Context: an optimization exercise on an open-source flow, tuned for small area, a short achievable clock period and few clock cycles. The choices shown serve that exercise and are no tape-out recipe. RTL that was checked went through simulation tests only; none was proved equivalent to the original. The RTL of runs 3 to 5 was laid out without a check of its function. Power and IR drop assume default switching activity.

--- run.sh ---
#!/bin/bash
# synth_recipe.tcl (not shown) runs the flow's synth.tcl, then flattens the netlist and writes it again
# the make line also repeats each setting of config.mk as NAME=value (left out here)
make -C /OpenROAD-flow-scripts/flow DESIGN_CONFIG=/design/flow/config.mk WORK_HOME=/design/flow/orfs CLKGATE_MAP_FILE= SYNTH_SCRIPT=/design/flow/synth_recipe.tcl finish
--- config.mk ---
export PLATFORM = sky130hd
export DESIGN_NAME = irpc_decode
export DESIGN_NICKNAME = irpc_decode
export VERILOG_FILES = /design/flow/design.v
export SDC_FILE = /design/flow/constraint.sdc
export NUM_CORES = 4
export LEC_CHECK = 0
export CAP_MARGIN = 20
export CORE_MARGIN = 2
export CORE_UTILIZATION = 40
export SETUP_SLACK_MARGIN = 4.0
export SLEW_MARGIN = 20
--- constraint.sdc ---
create_clock -name core_clock -period 8.0 [get_ports {clk}]
set_input_delay 1.6000 -clock core_clock [delete_from_list [all_inputs] [get_ports {clk}]]
set_output_delay 1.6000 -clock core_clock [all_outputs]
set_load 0.01 [all_outputs]
--- design.v ---
module dec_classify (
    input  wire [15:0] a1,        
    input  wire [17:0] a2,        
    input  wire [11:0] r,
    input  wire [11:0] rh,        
    output wire        p1_3,
    output wire        p1_h,
    output wire        m2_0,
    output wire        m2_1,
    output wire        m2_2,
    output wire        m2_3,
    output wire        m2_h
);
    wire n1 = a1[15];
    wire n2 = a2[17];
    wire [14:0] u1 = a1[14:0];        
    wire [16:0] u2 = a2[16:0];        
    assign p1_3 = !n1 && (u1 >= {3'd0, r});
    assign p1_h = !n1 && (u1[14:1] >= {2'd0, rh});
    assign m2_0 = !n2;
    assign m2_1 = !n2 && (u2 >= {5'd0, r});
    assign m2_2 = !n2 && (u2[16:1] >= {4'd0, r});
    assign m2_3 = !n2 && (u2[16:2] >= {3'd0, r});
    assign m2_h = !n2 && (u2[16:3] >= {2'd0, rh});
endmodule
module irpc_decode (
    input  wire        clk,
    input  wire        rst,         
    input  wire        in_valid,
    input  wire [15:0] in_tick,
    input  wire        in_last,
    output wire        in_ready,
    output reg         out_valid,
    output reg  [2:0]  out_kind,
    output wire [15:0] out_data
);
    localparam [2:0] K_HEAD = 3'd1, K_SYM = 3'd2, K_END = 3'd3,
                     K_REPEAT = 3'd4, K_DONE = 3'd5;
    localparam [2:0] F_UNKNOWN = 3'd0, F_AEHA = 3'd1, F_NEC = 3'd2,
                     F_SONY = 3'd3, F_IRIS = 3'd4;
    localparam [1:0] S_K0 = 2'd0, S_CL = 2'd1, S_BODY = 2'd2;
    localparam [1:0] CF_AEHA = 2'd0, CF_NEC = 2'd1, CF_SONY = 2'd2, CF_IRIS = 2'd3;
    reg        rdy;
    assign in_ready = rdy;
    reg        xv, xl;
    reg [15:0] x;
    reg [1:0]  st;
    reg        xs;                      
    reg        len2;                    
    reg [1:0]  cf;
    reg [4:0]  cc;                      
    reg [10:0] tcl;                     
    reg [10:0] tch;                     
    reg [11:0] tcl3;                    
    reg        ipre;                    
    reg        cempty;
    reg [15:0] a1r;
    reg [17:0] a2r;
    reg [11:0] rl;                      
    reg [11:0] rh;                      
    reg        fv, fl, fchk;
    reg        hld, hb;                 
    reg        ycl;                     
    reg        ciris;                   
    reg [2:0]  fam;
    reg [18:0] acc;                     
    reg        nrep;                    
    reg        par;                     
    reg [1:0]  ao;                      
    reg [2:0]  sv;                      
    reg [10:0] nsym;
    reg        owe_end, owe_done;
    reg [13:0] od;                      
    assign out_data = {od[13:11], 2'b00, od[10:0]};
    wire [10:0] pend = tch;
    wire cl      = (st == S_CL);
    wire cl_hi   = !cc[0];              
    wire cl_iris = (cf == CF_IRIS);
    wire cl_nec  = (cf == CF_NEC);
    wire cl_sony = (cf == CF_SONY);
    wire [16:0] tx1 = ycl ? {acc[15:0], 1'b0} : {x, 1'b0};
    wire [16:0] tx2 = {x, 1'b0};
    wire [12:0] top = ycl ? (cc[0] ? (ciris ? {tcl3, 1'b0} : {1'b0, tcl, 1'b0}) :
                             {1'b0, tch, 1'b0})
                          : {2'd0, tcl};
    wire        tsub1 = ycl && (cc[0] || ciris);
    wire        tsub2 = !ycl || cc[0] || ciris;
    wire [19:0] w1 = {2'b00, tx1, 1'b1} + {({6'd0, top} ^ {19{tsub1}}), tsub1};
    wire [19:0] w2 = {2'b00, tx2, 1'b1} + {({6'd0, top} ^ {19{tsub2}}), tsub2};
    wire [9:0]  tcp = cc[0] ? tcl[9:0] : tch[9:0];
    wire [11:0] tr  = ycl ? (cl_nec ? {tcp, 2'b00} : {1'b0, tcp, 1'b0}) : {1'b0, tcl};
    wire [11:0] trh = (!ycl && fam == F_NEC) ? {tcl, 1'b0} : tr;
    wire p1_3, p1_h, m2_0, m2_1, m2_2, m2_3, m2_h;
    dec_classify u_t (
        .a1(a1r), .a2(a2r), .r(rl), .rh(rh),
        .p1_3(p1_3), .p1_h(p1_h), .m2_0(m2_0), .m2_1(m2_1), .m2_2(m2_2),
        .m2_3(m2_3), .m2_h(m2_h)
    );
    wire [6:0] fg = {p1_3, p1_h, m2_0, m2_1, m2_2, m2_3, m2_h};
    wire g_t0 = cl_sony ? fg[6] : fg[5];               
    wire g_t1 = cl_iris ? fg[0] : fg[1];               
    wire g_hi = g_t0 && (cl_sony || g_t1);             
    wire g_q  = g_t0 || (!cl_sony && g_t1);            
    wire        upd_lo = !cc[0];
    wire [10:0] tcu    = upd_lo ? tcl : tch;
    wire        go_up  = upd_lo ? (g_q && tcl < 11'd800) : (g_hi && tch <= 11'd795);
    reg [7:0] dstep;
    always @(*) begin
        case (cc)
            5'd3,  5'd4:  dstep = 8'd160;
            5'd5,  5'd6:  dstep = 8'd80;
            5'd7,  5'd8:  dstep = 8'd40;
            5'd9,  5'd10: dstep = 8'd20;
            5'd11, 5'd12: dstep = 8'd10;
            default:      dstep = 8'd5;
        endcase
    end
    wire [11:0] tc_upw = {1'b0, tcu} + ((cc == 5'd17) ? {1'b0, tcl} :
                                        ipre ? {tcl, 1'b0} : {4'd0, dstep});
    wire [10:0] tc_up = tc_upw[10:0];
    wire [10:0] tc_dn = tcu - {3'd0, dstep};
    reg [10:0] tcl_n;
    reg [11:0] tcl3_n;
    always @(*) begin
        tcl_n  = tcl;
        tcl3_n = tcl3;
        if (cc == 5'd0) begin
            tcl_n  = 11'd795;
            tcl3_n = 12'd2385;
        end else if (cc == 5'd2) begin
            tcl_n  = 11'd615;
            tcl3_n = 12'd1845;
        end else if (ipre)
            tcl3_n = tc_upw;
        else if (cc == 5'd16)
            tcl_n  = go_up ? tc_up : tcl;
        else if (upd_lo)
            tcl_n  = go_up ? tc_up : tc_dn;
    end
    wire cl_go  = (st == S_CL) && (!len2 || xv) && !fv;
    wire ab_fin = (cc == 5'd17) && (tcl > tch);
    wire ab_pre = (cc == 5'd1 && !g_hi) || (cc == 5'd2 && g_q);
    wire fin    = cl_go && (cc == 5'd17) && !(tcl > tch) && !owe_end && !owe_done;
    wire ins    = ciris && !ipre && !cc[0] && (cc >= 5'd4) && (cc <= 5'd14);
    wire ge1 = fg[4], ge2 = fg[3], ge3 = fg[2], ge4 = fg[6], ge5 = fg[1];
    wire is1  = ge1 && !ge2;
    wire is3  = ge3 && !ge4;
    wire is4  = ge4 && !ge5;
    wire isH  = fg[5] && !fg[0];                      
    wire [1:0] asym = is3 ? 2'd1 : is1 ? 2'd0 : 2'd2;
    wire nec_bits = (fam == F_NEC) && !nrep;
    wire f_stall = fv && nec_bits && par && (pend != 11'd0);
    wire s_bit   = hld || (sv[0] && (is1 || is3));    
    wire s_val   = hld ? hb : !is1;                   
    wire f_hold  = f_stall && s_bit;
    wire [10:0] pend_inc = pend + 11'd1;
    wire [10:0] pend_dec = pend - 11'd1;
    wire take  = in_valid && rdy;
    wire f_free = !f_stall;
    wire x_adv = xv && (st == S_BODY) && f_free;
    reg        x_cons;
    reg        fin_now;
    reg [1:0]  st_n;
    reg        xv_n;
    reg        mh_n;
    reg        k0b_n;
    always @(posedge clk) begin
        x_cons  = 1'b0;
        fin_now = 1'b0;
        st_n    = st;
        if (rst) begin
            rdy       <= 1'b1;
            ycl       <= 1'b0;
            hld       <= 1'b0;
            ipre      <= 1'b0;
            xv        <= 1'b0;
            fv        <= 1'b0;
            st        <= S_K0;
            owe_end   <= 1'b0;
            owe_done  <= 1'b0;
            out_valid <= 1'b0;
        end else begin
            out_valid <= 1'b0;
            if (owe_end) begin
                out_valid <= 1'b1;
                out_kind  <= K_END;
                od        <= {3'd0, nsym};
                owe_end   <= 1'b0;
            end else if (owe_done) begin
                out_valid <= 1'b1;
                out_kind  <= K_DONE;
                od        <= (fam == F_SONY) ? 14'd5 : 14'd0;
                owe_done  <= 1'b0;
            end
            case (st)
                S_K0: if (xv && !(fv && nec_bits)) begin
                    x_cons = 1'b1;
                    acc    <= {3'd0, x};
                    len2   <= !xl;
                    st_n   = S_CL;
                    cf     <= xl ? CF_SONY : CF_AEHA;
                    ciris  <= 1'b0;
                    cc     <= 5'd0;
                    tch    <= 11'd300;
                    cempty <= 1'b0;
                end
                S_CL: if (cl_go) begin
                    tcl  <= tcl_n;
                    tcl3 <= tcl3_n;
                    ipre <= ins;
                    if (!ins && cc != 5'd17)
                        cc <= cc + 5'd1;
                    if (ab_pre || ab_fin) begin
                        if (cf == CF_IRIS || (!len2 && cf == CF_SONY)) begin
                            cempty <= 1'b1;
                            cc     <= 5'd17;
                            tcl    <= 11'd0;
                            tch    <= 11'd0;
                        end else begin
                            cf    <= cf + 2'd1;
                            ciris <= (cf == CF_SONY);
                            cc    <= 5'd0;
                            tch   <= 11'd300;
                        end
                    end else if (cc == 5'd1)
                        tch <= 11'd620;
                    else if (cc == 5'd15)
                        tch <= go_up ? tch : tc_dn;
                    else if (!upd_lo && cc >= 5'd3 && cc <= 5'd13)
                        tch <= go_up ? tc_up : tc_dn;
                    if (fin) begin
                        x_cons  = len2;
                        fam     <= cempty ? F_UNKNOWN : ({1'b0, cf} + 3'd1);
                        tcl     <= cempty ? 11'd0 : tc_up;
                        tch     <= 11'd0;
                        out_valid <= 1'b1;
                        if (!cempty && cf == CF_SONY) begin
                            if (!len2 || xl) begin
                                out_kind <= K_DONE;
                                od       <= 14'd5;
                            end else
                                out_valid <= 1'b0;
                        end else begin
                            out_kind <= K_HEAD;
                            od       <= cempty ? 14'd0 : {{1'b0, cf} + 3'd1, tc_up};
                        end
                        acc  <= acc + {3'd0, x};
                        xs   <= 1'b0;
                        nrep <= 1'b0;
                        par  <= 1'b0;
                        ao   <= 2'd0;
                        nsym <= 11'd0;
                        if (!len2 || xl) begin
                            st_n = S_K0;
                            if (!cempty && cf == CF_NEC) owe_end <= 1'b1;
                            if (cempty || cf != CF_SONY) owe_done <= 1'b1;
                        end else
                            st_n = S_BODY;
                    end
                end
                default: if (x_adv) begin  
                    x_cons = 1'b1;
                    acc    <= acc + {3'd0, x};
                    xs     <= !xs;
                    if (xl) st_n = S_K0;
                end
            endcase
            a1r <= {w1[19], w1[18:4]};
            a2r <= {w2[19], w2[18:2]};
            rl  <= tr;
            rh  <= trh;
            if (x_adv) begin
                fl   <= xl;
                fchk <= (acc >= 19'd216000);
            end
            if (fv) begin
                if (fam == F_NEC) begin
                    if (!nrep) begin
                        if (!par) begin
                            if (fchk) begin
                                out_valid <= 1'b1;
                                out_kind  <= K_END;
                                od        <= {3'd0, nsym};
                                nrep      <= 1'b1;
                                sv[0]     <= isH;
                                if (fl) owe_done <= 1'b1;
                            end else begin
                                sv[0] <= is1;
                                if (fl) begin
                                    owe_end  <= 1'b1;
                                    owe_done <= 1'b1;
                                end
                            end
                            par <= 1'b1;
                        end else begin
                            if (!s_bit) begin
                                tch <= pend_inc;
                                par <= 1'b0;
                                if (fl) begin
                                    owe_end  <= 1'b1;
                                    owe_done <= 1'b1;
                                end
                            end else if (pend != 11'd0) begin
                                out_valid <= 1'b1;
                                out_kind  <= K_SYM;
                                od        <= 14'd2;
                                tch       <= pend_dec;
                                nsym      <= nsym + 11'd1;
                                hld       <= 1'b1;
                                hb        <= s_val;
                            end else begin
                                out_valid <= 1'b1;
                                out_kind  <= K_SYM;
                                od        <= {13'd0, s_val};
                                nsym      <= nsym + 11'd1;
                                par       <= 1'b0;
                                hld       <= 1'b0;
                                if (fl) begin
                                    owe_end  <= 1'b1;
                                    owe_done <= 1'b1;
                                end
                            end
                        end
                    end else begin
                        if (!par) begin
                            sv[0] <= isH;
                            par   <= 1'b1;
                            if (fl) owe_done <= 1'b1;
                        end else begin
                            if (sv[0] && is4) begin
                                out_valid <= 1'b1;
                                out_kind  <= K_REPEAT;
                                od        <= 14'd0;
                            end
                            par <= 1'b0;
                            if (fl) owe_done <= 1'b1;
                        end
                    end
                end else if (fam == F_AEHA) begin
                    case (ao)
                        2'd0: begin
                            ao <= 2'd1;
                            if (fl) begin
                                owe_end  <= (nsym != 11'd0);
                                owe_done <= 1'b1;
                            end
                        end
                        2'd1: begin
                            if (!ge4) begin
                                out_valid <= 1'b1;
                                out_kind  <= K_SYM;
                                od        <= {12'd0, asym};
                                nsym      <= nsym + 11'd1;
                                ao        <= 2'd0;
                            end else
                                ao <= 2'd2;
                            if (fl) begin
                                owe_end  <= (nsym != 11'd0) || !ge4;
                                owe_done <= 1'b1;
                            end
                        end
                        2'd2: begin
                            sv <= ge4 ? {1'b1, 1'b0, isH} : {1'b0, asym};
                            ao <= 2'd3;
                            if (fl) begin
                                if (!ge4) begin
                                    out_valid <= 1'b1;
                                    out_kind  <= K_SYM;
                                    od        <= {12'd0, asym};
                                    nsym      <= nsym + 11'd1;
                                end
                                owe_end  <= (nsym != 11'd0) || !ge4;
                                owe_done <= 1'b1;
                            end
                        end
                        default: begin  
                            if (sv[2] && sv[0] && is4) begin
                                out_valid <= 1'b1;
                                out_kind  <= K_END;
                                od        <= {3'd0, nsym};
                                nsym      <= 11'd0;
                                ao        <= 2'd0;
                                if (fl) owe_done <= 1'b1;
                            end else if (!sv[2]) begin
                                out_valid <= 1'b1;
                                out_kind  <= K_SYM;
                                od        <= {12'd0, sv[1:0]};
                                nsym      <= nsym + 11'd1;
                                ao        <= 2'd1;
                                if (fl) begin
                                    owe_end  <= 1'b1;
                                    owe_done <= 1'b1;
                                end
                            end else begin
                                sv <= ge4 ? {1'b1, 1'b0, isH} : {1'b0, asym};
                                ao <= 2'd3;
                                if (fl) begin
                                    if (!ge4) begin
                                        out_valid <= 1'b1;
                                        out_kind  <= K_SYM;
                                        od        <= {12'd0, asym};
                                        nsym      <= nsym + 11'd1;
                                    end
                                    owe_end  <= (nsym != 11'd0) || !ge4;
                                    owe_done <= 1'b1;
                                end
                            end
                        end
                    endcase
                end else begin
                    if (fl) owe_done <= 1'b1;
                end
            end
            if (x_adv)
                fv <= 1'b1;
            else if (!f_hold)
                fv <= 1'b0;
            if (rdy) begin
                x  <= in_tick;
                xl <= in_last;
            end
            xv_n = take || (xv && !x_cons);
            xv   <= xv_n;
            st   <= st_n;
            ycl  <= (st_n == S_CL);
            mh_n = (f_hold && pend != 11'd1) ||
                   (x_adv && xs && nec_bits && pend != 11'd0);
            k0b_n = (x_adv || (fv && f_hold)) && nec_bits;
            rdy  <= !(xv_n && ((st_n == S_CL) || (st_n == S_BODY && mh_n) ||
                               (st_n == S_K0 && k0b_n)));
        end
    end
endmodule
==> impl_metrics.ini, run 1 <==
[status]
outcome = timing/DRC/antenna clean

[sta]
worst_slew_pin_slew_ps = 912
setup_slack_ps = 4070
tns_ps = 0
setup_viol = 0
slew_headroom = 0.391
maxSlewViolCount = 0
post-route-period-util = 0.492
finClkSkew_ps = 14.3
hold_viol_final = 0
max_clock_freq_ghz = 0.254
fin_crit_ps = 3930
rsz0062_at_grt = yes

[synth]
ys_seq_elements = 199
ys.flop_type = edfxtp_1
synth-edff-count = 180
synth_area_per_cell_um2 = 8.84
yosys_warnings = 1
seq_area_frac_synth = 0.336
synthCells = 1950
synth_area_um2 = 17200
synth_cell_types = 91
synthArstFlopShare = 0

[detailed_routing]
wl_per_cell_um = 22.1
ant_nets = 0
firstDrtPassIters = 5
vias = 15600
drc_errors = 0
avgViaCountPerCell = 6.14
drt_first_iter_violations = 1759
wl_um = 56000

[floorplanning]
die_y_um = 212
initial_utilization = 0.403
rows = 76
core_area_um2 = 42800
die_area_um2 = 44800
num_io_pins = 41
die_width_um = 212

[clock_tree]
clk_latency_ps = 480
cts_root_buffer = clkbuf_16
path_clk_slew_ps = 90
clkSinkCount = 199
cts_buffer_depth = 2
htree_levels = 4
numCtsBuffers = 17
cts_tree = yes

[power_and_ir_drop]
clkPwrFrac = 0.256
swShare = 0.367
power.leakage_nw = 7.64
ir_drop_mv = 0.113
seq_power_share = 0.373
pwr-share-comb = 0.371
p_per_area_nw_per_um2 = 187
p_int_mw = 2.32
p_switching_mw = 1.34

[global_routing]
track_usage = 0.252
grt_max_degree = 65
globalRouteOverflowTotal = 0
antenna_found_initial = 1
grt_pass1_vias = 14800
grt_pass1_wl_um = 86800

[finish]
final_common_cell = nand2_1
mostFrequentLayoutCells = 193 x nand2_1, 180 x edfxtp_1, 171 x nor2_1, 163 x ha_1, 121 x a21oi_1
nets = 2173
drive_gt1_frac = 0.125
final.fill_count = 4000
area_growth_pct = 13.7

[critical_path]
crit_path_start_kind = flop
worstPathArrival_ps = 4150
crit_fanout = 11
cp_data_required_time_ps = 8220
worstSetupPathType = flop to flop
setup.worst_path.end_class = flop

[placed_design]
port_buffers = 38
pre_cts_slack_ps = 3260
place_hpwl_um = 41000
routabilityCongestion = 0.977

[min_path]
hp-class = flop to flop

[flow_run]
maxCapViolations = 0
==> power by group through the flow <==
stage                     registers [mW]  logic, mW  clock network [mW]
after floorplan                     1.34      0.887                   0
after global placement              1.39       1.19                   0
after detailed placement            1.39       1.21                   0
after CTS                           1.37       1.26               0.949
after global routing                1.38       1.49               0.987
final                               1.37       1.36               0.938
==> worst max-delay path: stages, from the launching register on <==
cell and delay [ps]:
edfxtp_1 450, buf_4 170, ha_1 320, a2111oi_1 390, a21oi_1 170, o311ai_0 470, nand3_1 140, buf_4 190
a21oi_4 200, o21ai_0 110, buf_4 210, a32o_1 430, nor2_4 310, nor3_1 110
==> per-stage QoR <==
stage               area, um2  cells  power [mW]  hold WS, ps  utilization
floorplan               17300   1951        2.22          450            -
global route            19600   2537        3.86          582        0.458
detailed placement      18100   2451        2.60          561        0.422
global placement        18100   2451        2.58          553        0.422
CTS                     19100   2506        3.58          572        0.446
finish                  19600   2538        3.67          569        0.458
==> registers in the layout (all words and copies together), names as in the netlist, 5 cells and up, named ones only <==
register	count
a2r	18
tcl3	12
x	16
rl	12
tch	11
a1r	16
acc	19
tcl	11
od	14
rh	12
nsym	11
cc	5
==> logic make-up after synthesis <==
| family | Yosys count | synth area share |
|---|---|---|
| AO/OA/AOI/OAI | 568 | 0.221 |
| other | 1 | 0.000218 |
| buffers and inverters | 200 | 0.0447 |
| adder cells (fa/ha/maj) | 175 | 0.128 |
| multiplexers | 65 | 0.0465 |
| flip-flops | 199 | 0.336 |
| XOR/XNOR | 90 | 0.0457 |
| AND/OR/NAND/NOR | 652 | 0.178 |
==> routing by layer <==
layer  vias up  global-route usage  part of all wire
met4         0              0.0942             0.032
met5         -                   0                 0
met1      7508               0.349              0.44
li1       7349                   -                 -
met3       103              0.0344             0.071
met2       633               0.400              0.45
==> synth_stat cells (11+ instances only) <==
cell | count | area, um2
o22ai_1 | 18 | 113
clkbuf_1 | 82 | 308
mux2i_1 | 25 | 250
edfxtp_1 | 180 | 5410
nand3_1 | 66 | 330
dfxtp_1 | 19 | 380
nor2b_1 | 30 | 188
a21oi_1 | 130 | 651
mux2_2 | 31 | 349
o21ai_0 | 124 | 621
buf_1 | 13 | 48.8
o211ai_1 | 29 | 218
a21o_1 | 31 | 233
nor3_1 | 51 | 255
inv_1 | 90 | 338
a31oi_1 | 24 | 150
o21a_1 | 21 | 158
a21boi_0 | 11 | 82.6
nand2_1 | 194 | 728
nand4_1 | 16 | 100
and2_1 | 15 | 93.8
or3_1 | 19 | 119
and3_1 | 21 | 131
nand2b_1 | 16 | 100
a211oi_1 | 19 | 143
xnor2_1 | 59 | 517
a22oi_1 | 14 | 105
nor2_1 | 176 | 661
xor2_1 | 31 | 272
ha_1 | 172 | 2150
==> repair_timing <==
item                       4_1_cts  5_1_grt
hold buffers                     0        0
hold endpoints to repair         0        0
pin swaps                        6       32
gates cloned                     1        0
gates resized for setup         45       63
setup endpoints to repair       58       50
buffers inserted                22       31
==> cell type report <==
type	count	area, um2	share of cell area
sequential	199	5790	0.295
tap	546	683	0.0349
inverter	93	365	0.0186
multi-input combinational	1552	11100	0.568
timing repair buffer	115	1030	0.0524
clock inverter	13	169	0.00862
antenna	1	2.50	0.000128
clock buffer	19	433	0.0221
==> worst paths after layout <==
path         slack (ps)     to   start  cells past startpoint
max                4070  od[9]  a2r[3]                     13
min                 570     fl      xl                      0
min reg2reg         570     fl      xl                      0
max reg2reg        4070  od[9]  a2r[3]                     13
Testbench counts, summed over its fixed seeds: cycles 19,592.
==> run 2, diff against run 1 <==
--- a/config.mk
+++ b/config.mk
@@ -10,3 +10,3 @@
 export CORE_UTILIZATION = 40
-export SETUP_SLACK_MARGIN = 4.0
+export SETUP_SLACK_MARGIN = 4.5
 export SLEW_MARGIN = 20
==> impl_metrics.ini, run 2 <==
[status]
outcome = timing/DRC/antenna clean

[synth]
seq_area_frac_synth = 0.336
synth-edff-count = 180
ys_seq_elements = 199
yosys_warnings = 1
yosysMostFrequentCell = nand2_1
synth_top_cell_by_area = edfxtp_1
synth_area_um2 = 17200
synthTopCellsByCount = 194 x nand2_1, 180 x edfxtp_1, 176 x nor2_1, 172 x ha_1, 130 x a21oi_1
synthArstFlopShare = 0
synthCells = 1950
synth_cell_types = 91
ys.flop_type = edfxtp_1
synth_area_leaders = edfxtp_1 31%, ha_1 12%, nand2_1 4.2%, nor2_1 3.8%, a21oi_1 3.8%
yosysTopAreaCellShare = 0.314
synth_area_per_cell_um2 = 8.84

[critical_path]
path_delay_family = compound AO/OA/AOI/OAI gates
crit_fanout = 11
cp_data_required_time_ps = 8290
cpMaxStageDelayCell = or4_4
r2r_end = tch[10]
worstPathArrival_ps = 4120
r2r-start = cc[0]
worstSetupPathType = flop to flop
path_depth = 17
reg2reg_slack_ps = 4180
cp_num_buf_inv = 3
crit_chain = buf_6 > buf_16 > nand2_2 > a21boi_4 > inv_2 > ha_2 > fa_2 > a21oi_2 > o211ai_1 > or4_4 > a31o_4 > a21oi_4 > xor2_4 > and3_4 > a2111oi_4 > o22ai_1 > o31ai_1
crit_path_start_kind = flop
setup.worst_path.end_class = flop
reg2reg_depth = 17
max_stage_delay_ps = 440

[clock_tree]
clkSinkCount = 199
cts_root_buffer = clkbuf_16
htree_levels = 4
cts_buffer_depth = 2
clk_latency_ps = 470
cts_hold_buf = 0
cts_tree = yes
path_clk_slew_ps = 80
numCtsBuffers = 17

[placed_design]
port_buffers = 38
place_hpwl_um = 42100
pre_cts_slack_ps = 3220
routabilityCongestion = 0.955
dp_cells = 2447

[global_routing]
grt_util_met3 = 0.0320
grt_use_met2 = 0.427
grt-busiest-layer = met2
globalRouteOverflowTotal = 0
track_usage = 0.266
grt_pass1_wl_um = 91200
grt_max_degree = 64
grt_pass1_vias = 15200
antenna_found_initial = 0
met1_usage = 0.367

[power_and_ir_drop]
p_switching_mw = 1.45
p_per_area_nw_per_um2 = 181
pwr-share-comb = 0.415
p_int_mw = 2.43
seq_power_share = 0.350
ir_drop_mv = 0.139
clkPwrFrac = 0.235
power.leakage_nw = 8.37
swShare = 0.373

[min_path]
hold_path_depth = 0
min_to = fl
hp-class = flop to flop
hp-start = xl

[finish]
final_util = 0.500
top_regs = acc (19), a2r (18)
final_common_cell = nand2_1
multiInputGateArea_um2 = 12000
largest_reg_flops = 19
largest_register = acc
area_growth_pct = 24.1
nets = 2282
mostFrequentLayoutCells = 186 x nand2_1, 180 x edfxtp_1, 164 x nor2_1, 148 x ha_1, 148 x buf_4
antenna_cells = 0
final.fill_count = 3899
stdcell_count = 2646
regArea_um2 = 5790
drive_gt1_frac = 0.229

[sta]
fin_crit_ps = 3820
maxSlewViolCount = 0
rsz0062_at_grt = yes
worst_slew_pin_slew_ps = 879
tns_ps = 0
hold_viol_final = 0
setup_viol = 0
setup_slack_ps = 4180
slew_headroom = 0.414
finClkSkew_ps = 14.0
post-route-period-util = 0.478
max_clock_freq_ghz = 0.262

[floorplanning]
rows = 76
die_y_um = 212
die_area_um2 = 44800
core_area_um2 = 42800
num_io_pins = 41
initial_utilization = 0.403
die_width_um = 212

[flow_run]
maxCapViolations = 0

[detailed_routing]
wl_um = 60400
drc_errors = 0
avgViaCountPerCell = 6.17
drt_first_iter_violations = 1830
firstDrtPassIters = 7
wl_per_cell_um = 22.8
vias = 16300
ant_nets = 0
run 2: cell counts after synthesis:
No cell type changed its count.
run 2: worst reg2reg max path: stages (launching register included):
cell       delay (ps)
edfxtp_1          420
buf_6             160
buf_16            160
nand2_2            70
a21boi_4          190
inv_2              40
ha_2              190
fa_2              350
a21oi_2           160
o211ai_1          130
or4_4             440
a31o_4            250
a21oi_4           220
xor2_4            130
and3_4            210
a2111oi_4         310
o22ai_1           110
o31ai_1           110
run 2: final cells by class:
cell class                      instances  area share
Multi-Input combinational cell       1554       0.559
Sequential cell                       199       0.270
Timing Repair Buffer                  220      0.0922
Tap cell                              546      0.0319
Clock buffer                           20      0.0223
Inverter                               93      0.0182
Clock inverter                         12     0.00526
Timing Repair inverter                  2    0.000585
run 2: logic make-up (layout without fill, tap and decap cells):
family / count (synthesis) / after routing / share of synthesized area
AO/OA/AOI/OAI: 568 / 568 / 0.221
AND/OR/NAND/NOR: 652 / 654 / 0.178
XOR/XNOR: 90 / 90 / 0.0457
flip-flops: 199 / 199 / 0.336
multiplexers: 65 / 65 / 0.0465
adder cells (fa/ha/maj): 175 / 175 / 0.128
buffers and inverters: 200 / 347 / 0.0447
other: 1 / 2 / 0.000218
run 2: how the worst max path moves through the flow:
stage	startpoint	to	slack (ps)
floorplan	cc[0]	tch[10]	4110
global placement	cc[0]	tch[10]	3320
detailed placement	cc[0]	tch[10]	3220
CTS	cc[0]	tch[10]	4180
global route	cc[0]	tch[10]	4040
finish	cc[0]	tch[10]	4180
run 2: power by group through the flow:
| stage | registers, mW | logic, mW | clock network (mW) |
|---|---|---|---|
| 4_1_cts | 1.36 | 1.39 | 0.919 |
| 5_1_grt | 1.37 | 1.74 | 0.959 |
| 2_1_floorplan | 1.34 | 0.902 | 0 |
| 3_5_place_dp | 1.41 | 1.21 | 0 |
| 6_report | 1.36 | 1.61 | 0.912 |
| 3_3_place_gp | 1.40 | 1.19 | 0 |
run 2: layer usage:
layer,routed length [um],vias to the layer above
met2,27800,719
met4,2150,0
met3,4270,119
met5,0,-
li1,-,7569
met1,26200,7916
run 2: metrics by stage:
stage | hold slack (ps) | instance area, um2 | total power, mW
global placement | 528 | 18100 | 2.59
detailed placement | 523 | 18100 | 2.62
CTS | 544 | 20100 | 3.67
finish | 565 | 21400 | 3.88
global route | 567 | 21400 | 4.07
floorplan | 450 | 17400 | 2.24
run 2: timing repair:
item | 4_1_cts | 5_1_grt
setup endpoints to repair | 201 | 92
buffers inserted | 98 | 60
resized for setup | 133 | 172
pin swaps | 53 | 77
gates cloned | 6 | 3
==> run 3, diff against run 2 <==
--- a/design.v
+++ b/design.v
@@ -72,4 +72,16 @@
     reg        owe_end, owe_done;
-    reg [13:0] od;                      
-    assign out_data = {od[13:11], 2'b00, od[10:0]};
+    reg [1:0]  sd;
+    reg        nclr;
+    wire [10:0] nsym_e = nclr ? 11'd0 : nsym;
+    reg  [10:0] odl;
+    always @(*) begin
+        case (out_kind)
+            K_HEAD:  odl = tcl;
+            K_SYM:   odl = {9'd0, sd};
+            K_END:   odl = nsym;
+            K_DONE:  odl = (fam == F_SONY) ? 11'd5 : 11'd0;
+            default: odl = 11'd0;
+        endcase
+    end
+    assign out_data = {(out_kind == K_HEAD) ? fam : 3'd0, 2'b00, odl};
     wire [10:0] pend = tch;
@@ -186,3 +198,2 @@
                 out_kind  <= K_END;
-                od        <= {3'd0, nsym};
                 owe_end   <= 1'b0;
@@ -191,3 +202,2 @@
                 out_kind  <= K_DONE;
-                od        <= (fam == F_SONY) ? 14'd5 : 14'd0;
                 owe_done  <= 1'b0;
@@ -239,3 +249,2 @@
                                 out_kind <= K_DONE;
-                                od       <= 14'd5;
                             end else
@@ -244,3 +253,2 @@
                             out_kind <= K_HEAD;
-                            od       <= cempty ? 14'd0 : {{1'b0, cf} + 3'd1, tc_up};
                         end
@@ -252,2 +260,3 @@
                         nsym <= 11'd0;
+                        nclr <= 1'b0;
                         if (!len2 || xl) begin
@@ -282,3 +291,2 @@
                                 out_kind  <= K_END;
-                                od        <= {3'd0, nsym};
                                 nrep      <= 1'b1;
@@ -305,5 +313,6 @@
                                 out_kind  <= K_SYM;
-                                od        <= 14'd2;
+                                sd        <= 2'd2;
                                 tch       <= pend_dec;
-                                nsym      <= nsym + 11'd1;
+                                nsym      <= nsym_e + 11'd1;
+                                    nclr      <= 1'b0;
                                 hld       <= 1'b1;
@@ -313,4 +322,5 @@
                                 out_kind  <= K_SYM;
-                                od        <= {13'd0, s_val};
-                                nsym      <= nsym + 11'd1;
+                                sd        <= {1'b0, s_val};
+                                nsym      <= nsym_e + 11'd1;
+                                    nclr      <= 1'b0;
                                 par       <= 1'b0;
@@ -332,3 +342,2 @@
                                 out_kind  <= K_REPEAT;
-                                od        <= 14'd0;
                             end
@@ -343,3 +352,3 @@
                             if (fl) begin
-                                owe_end  <= (nsym != 11'd0);
+                                owe_end  <= (nsym_e != 11'd0);
                                 owe_done <= 1'b1;
@@ -351,4 +360,5 @@
                                 out_kind  <= K_SYM;
-                                od        <= {12'd0, asym};
-                                nsym      <= nsym + 11'd1;
+                                sd        <= asym;
+                                nsym      <= nsym_e + 11'd1;
+                                    nclr      <= 1'b0;
                                 ao        <= 2'd0;
@@ -357,3 +367,3 @@
                             if (fl) begin
-                                owe_end  <= (nsym != 11'd0) || !ge4;
+                                owe_end  <= (nsym_e != 11'd0) || !ge4;
                                 owe_done <= 1'b1;
@@ -368,6 +378,7 @@
                                     out_kind  <= K_SYM;
-                                    od        <= {12'd0, asym};
-                                    nsym      <= nsym + 11'd1;
+                                    sd        <= asym;
+                                    nsym      <= nsym_e + 11'd1;
+                                    nclr      <= 1'b0;
                                 end
-                                owe_end  <= (nsym != 11'd0) || !ge4;
+                                owe_end  <= (nsym_e != 11'd0) || !ge4;
                                 owe_done <= 1'b1;
@@ -379,4 +390,3 @@
                                 out_kind  <= K_END;
-                                od        <= {3'd0, nsym};
-                                nsym      <= 11'd0;
+                                nclr      <= 1'b1;
                                 ao        <= 2'd0;
@@ -386,4 +396,5 @@
                                 out_kind  <= K_SYM;
-                                od        <= {12'd0, sv[1:0]};
-                                nsym      <= nsym + 11'd1;
+                                sd        <= sv[1:0];
+                                nsym      <= nsym_e + 11'd1;
+                                    nclr      <= 1'b0;
                                 ao        <= 2'd1;
@@ -400,6 +411,7 @@
                                         out_kind  <= K_SYM;
-                                        od        <= {12'd0, asym};
-                                        nsym      <= nsym + 11'd1;
+                                        sd        <= asym;
+                                        nsym      <= nsym_e + 11'd1;
+                                    nclr      <= 1'b0;
                                     end
-                                    owe_end  <= (nsym != 11'd0) || !ge4;
+                                    owe_end  <= (nsym_e != 11'd0) || !ge4;
                                     owe_done <= 1'b1;
--- a/config.mk
+++ b/config.mk
@@ -10,3 +10,4 @@
 export CORE_UTILIZATION = 40
-export SETUP_SLACK_MARGIN = 4.5
+export SETUP_SLACK_MARGIN = 4.0
 export SLEW_MARGIN = 20
+export TNS_END_PERCENT = 5
==> impl_metrics.ini, run 3 <==
[critical_path]
crit_chain = inv_1 > o21ai_1 > a22oi_1 > o21ai_0 > clkdlybuf4s50_1
worstPathArrival_ps = 2420
path_delay_family = buffers and inverters
worstSetupPathType = flop to output pin
setup.worst_path.end_class = output pin
cpMaxStageDelayCell = edfxtp_1
crit_fanout = 9
cp_num_buf_inv = 2
max_stage_delay_ps = 590
crit_path_start_kind = flop
cp_data_required_time_ps = 6400

[power_and_ir_drop]
p_per_area_nw_per_um2 = 204
ir_drop_mv = 0.0964
p_total_mw = 3.89
power.leakage_nw = 7.57

[global_routing]
grt_util_met3 = 0.0340
antenna_found_initial = 1
grt_use_met2 = 0.400
grt-busiest-layer = met2
grt_max_degree = 70
globalRouteOverflowTotal = 0
grt_pass1_vias = 14600
met1_usage = 0.365
track_usage = 0.256
grt_pass1_wl_um = 87100

[finish]
multiInputGateArea_um2 = 11000
antenna_cells = 0
post-route-cell-area_um2 = 19100
nets = 2178
drive_gt1_frac = 0.112
largest_reg_flops = 19
area_growth_pct = 11.7
final_util = 0.454
final.fill_count = 4083
final_common_cell = nand2_1
stdcell_count = 2535
top_regs = acc (19), a2r (18)
regArea_um2 = 5460
largest_register = acc
mostFrequentLayoutCells = 197 x nand2_1, 171 x nor2_1, 170 x ha_1, 169 x edfxtp_1, 133 x a21oi_1

[detailed_routing]
avgViaCountPerCell = 6.23
vias = 15800
wl_um = 57400
ant_nets = 0
wl_per_cell_um = 22.7
firstDrtPassIters = 7
drc_errors = 0
drt_first_iter_violations = 1840

[sta]
fin_crit_ps = 4020
hold_ws_ps = 527
post-route-period-util = 0.503
tns_ps = 0
max_clock_freq_ghz = 0.248
slew_headroom = 0.332
hold_viol_final = 0
setup_viol = 0
rsz0062_at_grt = yes
worst_slew_pin_slew_ps = 1000
maxSlewViolCount = 0
setup_slack_ps = 3980
finClkSkew_ps = 15.6

[floorplanning]
num_io_pins = 41
rows = 75
core_area_um2 = 42000
die_width_um = 211
initial_utilization = 0.406
die_y_um = 211
die_area_um2 = 44400

[clock_tree]
cts_tree = yes
htree_levels = 4
path_clk_slew_ps = 80
cts_root_buffer = clkbuf_16
numCtsBuffers = 17
cts_buffer_depth = 2
clkSinkCount = 188
clk_latency_ps = 480

[placed_design]
pre_cts_slack_ps = 3470
placed_area_um2 = 18000
dp_cells = 2452
place_hpwl_um = 43100
routabilityCongestion = 0.996
port_buffers = 38

[synth]
synth_top_cell_by_area = edfxtp_1
synth-edff-count = 169
synthCells = 1953
ys_seq_elements = 188
synth_cell_types = 98
yosysMostFrequentCell = nand2_1
synthArstFlopShare = 0
yosysTopAreaCellShare = 0.297
yosys_warnings = 1
synth_area_per_cell_um2 = 8.74
synth_area_leaders = edfxtp_1 30%, ha_1 13%, nand2_1 4.4%, a21oi_1 4.0%, nor2_1 3.9%
synthTopCellsByCount = 198 x nand2_1, 176 x nor2_1, 172 x ha_1, 169 x edfxtp_1, 135 x a21oi_1
ys.flop_type = edfxtp_1
synth_area_um2 = 17100
seq_area_frac_synth = 0.319

[status]
outcome = timing/DRC/antenna clean

[flow_run]
maxCapViolations = 0

[min_path]
hp-class = flop to flop
run 3: per-layer routing:
metal	vias to the layer above	part of all wire
li1	7346	-
met1	7599	0.45
met2	743	0.45
met3	111	0.081
met4	0	0.026
met5	-	0
run 3: path summary, 6_finish.rpt:
path,from,depth (start not counted),to,slack [ps]
hold / removal,hld,2,hld,530
setup reg to reg,cc[2],15,tch[10],4010
setup / recovery,tcl[0],5,out_data[0],3980
hold reg to reg,hld,2,hld,530
run 3: timing repair:
| action | CTS | global route |
|---|---|---|
| endpoints found under the setup margin | 64 | 95 |
| setup buffers | 0 | 49 |
| pin swaps | 0 | 5 |
| hold buffers | 0 | 0 |
| cloned | 0 | 2 |
| gates resized for setup | 5 | 36 |
run 3: layout make-up:
type / instances / share of cell area
tap: 539 / 0.0354
inverter: 96 / 0.0194
clock buffer: 18 / 0.0225
timing repair inverter: 2 / 0.000656
multi-input combinational: 1565 / 0.577
timing repair buffer: 113 / 0.0518
sequential: 188 / 0.286
clock inverter: 14 / 0.00689
run 3: power breakdown:
group	switching, mW	internal, mW
clock	0.439	0.411
sequential	0.125	1.24
combinational	1.02	0.666
run 3: kinds of logic after synthesis:
family,after synthesis,synth area share
flip-flops,188,0.319
other,1,0.000220
XOR/XNOR,79,0.0405
AND/OR/NAND/NOR,676,0.189
multiplexers,74,0.0524
adder cells (fa/ha/maj),175,0.130
buffers and inverters,201,0.0483
AO/OA/AOI/OAI,559,0.220
run 3: tightest hold or removal path: cells and delay by family (launching register included):
family	cells	cell delay, ps
flip-flops	1	360
AND/OR/NAND/NOR	1	70
AO/OA/AOI/OAI	1	60
==> run 4, diff against run 3 <==
--- a/config.mk
+++ b/config.mk
@@ -10,3 +10,3 @@
 export CORE_UTILIZATION = 40
-export SETUP_SLACK_MARGIN = 4.0
+export SETUP_SLACK_MARGIN = 3.5
 export SLEW_MARGIN = 20
==> impl_metrics.ini, run 4 <==
[critical_path]
worstPathArrival_ps = 4760
crit_fanout = 6
crit_path_start_kind = flop
setup.worst_path.end_class = flop
cp_data_required_time_ps = 8400
cp_num_buf_inv = 0
path_delay_family = compound AO/OA/AOI/OAI gates
reg2reg_slack_ps = 3650
r2r-start = a2r[14]
reg2reg_depth = 14
cpMaxStageDelayCell = a2111oi_0
crit_start = a2r[14]
crit_chain = ha_1 > a2111oi_0 > nor2_1 > nand2_1 > o211ai_1 > or4_1 > a31oi_1 > nor2_1 > o21ai_1 > a21oi_1 > mux2_2 > ha_1 > mux2_4 > o21ai_2
worstSetupPathType = flop to flop
max_stage_delay_ps = 630

[detailed_routing]
wl_um = 56100
avgViaCountPerCell = 6.20
wl_per_cell_um = 22.5
drt_first_iter_violations = 1775
ant_nets = 0
drc_errors = 0
firstDrtPassIters = 6
vias = 15400

[sta]
max_clock_freq_ghz = 0.230
rsz0062_at_grt = yes
tns_ps = 0
setup_slack_ps = 3650
hold_viol_final = 0
post-route-period-util = 0.544
slew_headroom = 0.319
fin_crit_ps = 4350
maxSlewViolCount = 0
finClkSkew_ps = 12.3
setup_viol = 0
worst_slew_pin_slew_ps = 1020

[clock_tree]
cts_root_buffer = clkbuf_16
htree_levels = 4
clk_latency_ps = 470
clkSinkCount = 188
cts_buffer_depth = 2
cts_tree = yes
cts_hold_buf = 0
numCtsBuffers = 17
path_clk_slew_ps = 70

[placed_design]
port_buffers = 38
routabilityCongestion = 0.966
place_hpwl_um = 42300
pre_cts_slack_ps = 3360

[floorplanning]
rows = 75
die_width_um = 211
num_io_pins = 41
initial_utilization = 0.406
die_area_um2 = 44400
die_y_um = 211
core_area_um2 = 42000

[min_path]
hold_path_depth = 2
hp-class = flop to flop
hp-start = hld
min_to = hld

[global_routing]
grt_max_degree = 67
globalRouteOverflowTotal = 0
grt_pass1_vias = 14400
antenna_found_initial = 0
track_usage = 0.252
grt_pass1_wl_um = 85300

[power_and_ir_drop]
clkPwrFrac = 0.220
p_per_area_nw_per_um2 = 204
swShare = 0.403
power.leakage_nw = 7.32
seq_power_share = 0.365
ir_drop_mv = 0.120
p_switching_mw = 1.53
pwr-share-comb = 0.415
p_int_mw = 2.26

[finish]
antenna_cells = 0
area_growth_pct = 8.70
largest_register = acc
top_regs = acc (19), a2r (18)
largest_reg_flops = 19
drive_gt1_frac = 0.0815
multiInputGateArea_um2 = 10900
nets = 2133
final_common_cell = nand2_1
regArea_um2 = 5460
final.fill_count = 4100
mostFrequentLayoutCells = 198 x nand2_1, 175 x nor2_1, 172 x ha_1, 169 x edfxtp_1, 135 x a21oi_1

[synth]
synthArstFlopShare = 0
synthMuxAreaShare = 0.0524
yosys_warnings = 1
synth-xor-area-share = 0.0405
synth_area_per_cell_um2 = 8.74
synth-edff-count = 169
synth_fa_ha_area_frac = 0.130
ys_seq_elements = 188
synth_top_family_by_area = compound AO/OA/AOI/OAI gates
synth_top_cell_by_area = edfxtp_1
synth_cell_types = 98
synthCells = 1953
synth_compound_area_frac = 0.220
synth_area_leaders = edfxtp_1 30%, ha_1 13%, nand2_1 4.4%, a21oi_1 4.0%, nor2_1 3.9%
yosysTopAreaCellShare = 0.297
synth_area_um2 = 17100
yosys.area_share.simple = 0.189
yosysMostFrequentCell = nand2_1
ys.flop_type = edfxtp_1
synthTopCellsByCount = 198 x nand2_1, 176 x nor2_1, 172 x ha_1, 169 x edfxtp_1, 135 x a21oi_1
seq_area_frac_synth = 0.319

[flow_run]
maxCapViolations = 0

[status]
outcome = timing/DRC/antenna clean
[run 4: changes by cell type in the layout (fill, tap and decap cells not counted), moves of 2 or more]
cell | previous run | this run
ha_1 | 170 | 172
a21oi_2 | 3 | 1
nor2_1 | 171 | 175
inv_6 | 2 | 5
inv_1 | 91 | 93
a21oi_1 | 133 | 135
nor2_2 | 4 | 1
buf_4 | 71 | 30
inv_8 | 4 | 2
o21ai_0 | 116 | 118
clkinv_4 | 5 | 2
[run 4: worst max path at each step]
stage                    to  slack [ps]  cells after the start
floorplan              flop        3510                      9
global placement    tch[10]        3400                     16
detailed placement  tch[10]        3360                     16
CTS                  tch[9]        3510                     15
global route        tch[10]        3440                     16
finish                 flop        3650                     14
[run 4: layout make-up]
type,instances,share of cell area
clock buffers,19,0.0233
repair buffers,69,0.0337
multi-input cells,1565,0.587
flip-flops and latches,188,0.294
repair inverters,1,0.000270
inverters,96,0.0198
clock inverters,13,0.00580
well taps,539,0.0363
[run 4: per-stage QoR]
stage	hold slack [ps]	instances	utilization	cell area, um2	power (mW)
final	545	2490	0.442	18600	3.79
after global routing	561	2490	0.442	18600	4.01
after CTS	544	2482	0.439	18500	3.76
after detailed placement	534	2450	0.426	17900	2.92
after global placement	529	2450	0.426	17900	2.89
after floorplan	463	1954	-	17100	2.47
[run 4: routing by layer]
layer,up-vias,track usage,routed length [um]
met5,-,0,0
met4,0,0.107,2130
met3,124,0.0364,4200
met2,665,0.394,24900
met1,7411,0.348,24900
li1,7246,-,-
[run 4: logic make-up (layout without fill, tap and decap cells)]
family          count (synthesis)  count (layout)
simple gates                  676             676
mux                            74              74
xor+xnor                       79              79
buf+inv                       201             198
compound gates                559             559
fa+ha+maj                     175             175
other cells                     1               2
flops                         188             188
[run 4: worst register-to-register path, stage by stage (launching register included)]
cell and delay [ps]:
edfxtp_1 430, ha_1 330, a2111oi_0 630, nor2_1 140, nand2_1 110, o211ai_1 250, or4_1 610, a31oi_1 300
nor2_1 190, o21ai_1 280, a21oi_1 110, mux2_2 290, ha_1 240, mux2_4 290, o21ai_2 100
[run 4: power by group through the flow]
stage	logic (mW)	registers [mW]	clock network, mW
2_1_floorplan	1.15	1.31	0
3_3_place_gp	1.49	1.40	0
3_5_place_dp	1.51	1.41	0
4_1_cts	1.52	1.39	0.847
5_1_grt	1.74	1.40	0.876
6_report	1.58	1.38	0.834
[run 4: what timing repair did]
item                       CTS  global route
gates cloned                 0             1
setup endpoints to repair    4            24
setup buffers                0             7
resized for setup            2            12
pin swaps                    0             1
==> run 5, diff against run 4 <==
--- a/design.v
+++ b/design.v
@@ -316,3 +316,3 @@
                                 nsym      <= nsym_e + 11'd1;
-                                    nclr      <= 1'b0;
+                                nclr      <= 1'b0;
                                 hld       <= 1'b1;
@@ -324,3 +324,3 @@
                                 nsym      <= nsym_e + 11'd1;
-                                    nclr      <= 1'b0;
+                                nclr      <= 1'b0;
                                 par       <= 1'b0;
@@ -362,3 +362,3 @@
                                 nsym      <= nsym_e + 11'd1;
-                                    nclr      <= 1'b0;
+                                nclr      <= 1'b0;
                                 ao        <= 2'd0;
@@ -398,3 +398,3 @@
                                 nsym      <= nsym_e + 11'd1;
-                                    nclr      <= 1'b0;
+                                nclr      <= 1'b0;
                                 ao        <= 2'd1;
@@ -413,3 +413,3 @@
                                         nsym      <= nsym_e + 11'd1;
-                                    nclr      <= 1'b0;
+                                        nclr      <= 1'b0;
                                     end
@@ -441,3 +441,4 @@
             rdy  <= !(xv_n && ((st_n == S_CL) || (st_n == S_BODY && mh_n) ||
-                               (st_n == S_K0 && k0b_n)));
+                               (st_n == S_K0 && k0b_n))) ||
+                    (cl_go && len2 && cc == 5'd16 && tc_up <= tch && !owe_end);
         end
--- a/config.mk
+++ b/config.mk
@@ -9,4 +9,4 @@
 export CORE_MARGIN = 2
-export CORE_UTILIZATION = 40
-export SETUP_SLACK_MARGIN = 3.5
+export CORE_UTILIZATION = 60
+export SETUP_SLACK_MARGIN = 4.25
 export SLEW_MARGIN = 20
==> impl_metrics.ini, run 5 <==
[status]
outcome = timing/DRC/antenna clean

[finish]
final.fill_count = 2273
multiInputGateArea_um2 = 11700
final_common_cell = nand2_1
top_regs = acc (19), a2r (18)
stdcell_count = 2486
largest_reg_flops = 19
drive_gt1_frac = 0.148
mostFrequentLayoutCells = 191 x nand2_1, 173 x ha_1, 169 x edfxtp_1, 168 x nor2_1, 127 x a21oi_1
nets = 2294
largest_register = acc
area_growth_pct = 14.5
regArea_um2 = 5460

[global_routing]
globalRouteOverflowTotal = 0
grt_max_degree = 71
track_usage = 0.383
grt_pass1_wl_um = 90700
antenna_found_initial = 3
grt_pass1_vias = 15500

[detailed_routing]
avgViaCountPerCell = 6.81
vias = 16900
drt_first_iter_violations = 2281
wl_um = 58900
wl_per_cell_um = 23.7
ant_nets = 0
drc_errors = 0
firstDrtPassIters = 6

[synth]
synth-edff-count = 169
synth_area_leaders = edfxtp_1 29%, ha_1 13%, nand2_1 4.1%, a21oi_1 4.0%, nor2_1 3.7%
synthCells = 2015
synth_top_cell_by_area = edfxtp_1
yosysTopAreaCellShare = 0.289
synth_area_per_cell_um2 = 8.72
ys.flop_type = edfxtp_1
synth_cell_types = 101
ys_seq_elements = 188
yosysMostFrequentCell = nand2_1
seq_area_frac_synth = 0.310
synthTopCellsByCount = 192 x nand2_1, 183 x ha_1, 172 x nor2_1, 169 x edfxtp_1, 139 x a21oi_1
synthArstFlopShare = 0
yosys_warnings = 1
synth_area_um2 = 17600

[placed_design]
routabilityCongestion = 0.980
place_hpwl_um = 41900
dp_cells = 2357
port_buffers = 38

[min_path]
hp-class = flop to flop

[critical_path]
crit_fanout = 9
setup.worst_path.end_class = flop
worstPathArrival_ps = 4850
cp_data_required_time_ps = 8370
worstSetupPathType = flop to flop
crit_path_start_kind = flop

[floorplanning]
num_io_pins = 41
core_area_um2 = 28800
rows = 62
die_area_um2 = 30700
die_y_um = 175
initial_utilization = 0.611
die_width_um = 175

[clock_tree]
cts_buffer_depth = 2
clk_latency_ps = 450
cts_tree = yes
htree_levels = 4
path_clk_slew_ps = 80
clkSinkCount = 188
cts_root_buffer = clkbuf_16
numCtsBuffers = 17

[power_and_ir_drop]
p_total_mw = 3.44
power.leakage_nw = 8.12
ir_drop_mv = 0.155
p_per_area_nw_per_um2 = 171

[sta]
setup_viol = 0
finClkSkew_ps = 11.6
post-route-period-util = 0.560
hold_viol_final = 0
worst_slew_pin_slew_ps = 1080
tns_ps = 0
maxSlewViolCount = 0
max_clock_freq_ghz = 0.223
rsz0062_at_grt = yes
slew_headroom = 0.265
fin_crit_ps = 4480

[flow_run]
maxCapViolations = 0
-- run 5: cell families after synthesis --
family,Yosys count,synth area share
adders and majority gates,186,0.134
muxes,80,0.0543
other,1,0.000213
and+or+nand+nor,677,0.187
xor gates and xnor gates,74,0.0369
buffers and inverters,226,0.0506
DFF,188,0.310
AOI/OAI and AO/OA,583,0.227
-- run 5: critical path, stage by stage, from the launching register on --
cell and delay, ps:
edfxtp_1 470, ha_4 210, and3_4 170, buf_4 160
o31ai_2 250, ha_1 320, a21oi_4 210, o21bai_1 100
a21oi_2 170, o21ai_2 110, or4b_2 630, and3_4 200
inv_2 90, ha_1 250, o21a_1 210, o21ai_2 190
a31oi_4 70, o41ai_4 370, a21oi_2 60, a32oi_1 170
-- run 5: metal layers --
layer / wire, um / GRT usage
met2: 25300 / 0.561
met1: 24700 / 0.541
met4: 3420 / 0.194
met3: 5480 / 0.0716
met5: 27 / 0
-- run 5: metrics by stage --
stage / hold WS [ps] / utilization / cell area [um2] / setup WS, ps
after global routing: 591 / 0.699 / 20100 / 3360
after detailed placement: 557 / 0.634 / 18200 / 2520
after CTS: 566 / 0.683 / 19700 / 3660
final: 568 / 0.699 / 20100 / 3520
after global placement: 561 / 0.634 / 18200 / 2710
after floorplan: 489 / - / 17700 / 3600
-- run 5: power breakdown --
part | internal [mW] | switching (mW)
registers | 1.18 | 0.0894
clock network | 0.442 | 0.428
logic | 0.536 | 0.762
total | 2.16 | 1.28
-- run 5: layout make-up --
cell class / instances / share of cell area
clock inverter: 15 / 0.00765
inverter: 124 / 0.0238
timing repair buffer: 154 / 0.0682
tap: 384 / 0.0239
antenna: 1 / 0.000124
sequential: 188 / 0.271
multi-input combinational: 1603 / 0.584
clock buffer: 17 / 0.0211
-- run 5: timing repair --
action / 4_1_cts / 5_1_grt
endpoints found under the hold margin: 0 / 0
setup endpoints to repair: 76 / 84
cloned: 3 / 1
hold buffers: 0 / 0
pin swaps: 37 / 28
setup buffers: 68 / 24
resized for setup: 53 / 42
-- run 5: worst paths after layout --
path	slack (ps)	start	to	depth (start not counted)
worst max-delay path	3520	cc[0]	rdy	19
worst min-delay path	570	xl	fl	0
worst max register to register	3520	cc[0]	rdy	19
worst min register to register	570	xl	fl	0

==> re-timing with driven ports <==
Ports are ideal in the flow. The routed layouts listed here were re-timed in OpenROAD.
Step 1 (the two cells are an assumption about what drives the block):
set clk [get_ports {clk}]
set_driving_cell -lib_cell sky130_fd_sc_hd__clkbuf_16 $clk
set_driving_cell -lib_cell sky130_fd_sc_hd__buf_2 [delete_from_list [all_inputs] $clk]
Step 2 moves the port delays by t, midway between the first and last clock arrival at a register: inputs arrive t later, outputs are due t later. That takes back most of the time a late clock gives input paths.
Slacks: ideal ports / drivers / drivers and shift; pairs: ideal ports / drivers.
run	t, ns	slack for setup (ns)	latest minus earliest clock arrival (ns)	worst register clock-pin slew, ns	cell pins on the clock port's net
run 1	0.532	4.066 / 4.066 / 3.724	0.014 / 0.014	0.09 / 0.09	1
run 2	0.529	4.178 / 4.178 / 3.892	0.014 / 0.014	0.08 / 0.08	1
run 3	0.529	3.975 / 3.918 / 3.785	0.016 / 0.016	0.08 / 0.08	1
run 4	0.520	3.647 / 3.647 / 3.425	0.013 / 0.013	0.08 / 0.08	1
run 5	0.494	3.517 / 3.517 / 3.517	0.013 / 0.013	0.08 / 0.08	1
After both steps every run listed still meets setup and hold. For run 1, which loses most, drivers alone change the setup slack by 0.000 ns; drivers and shift together by -0.342 ns.
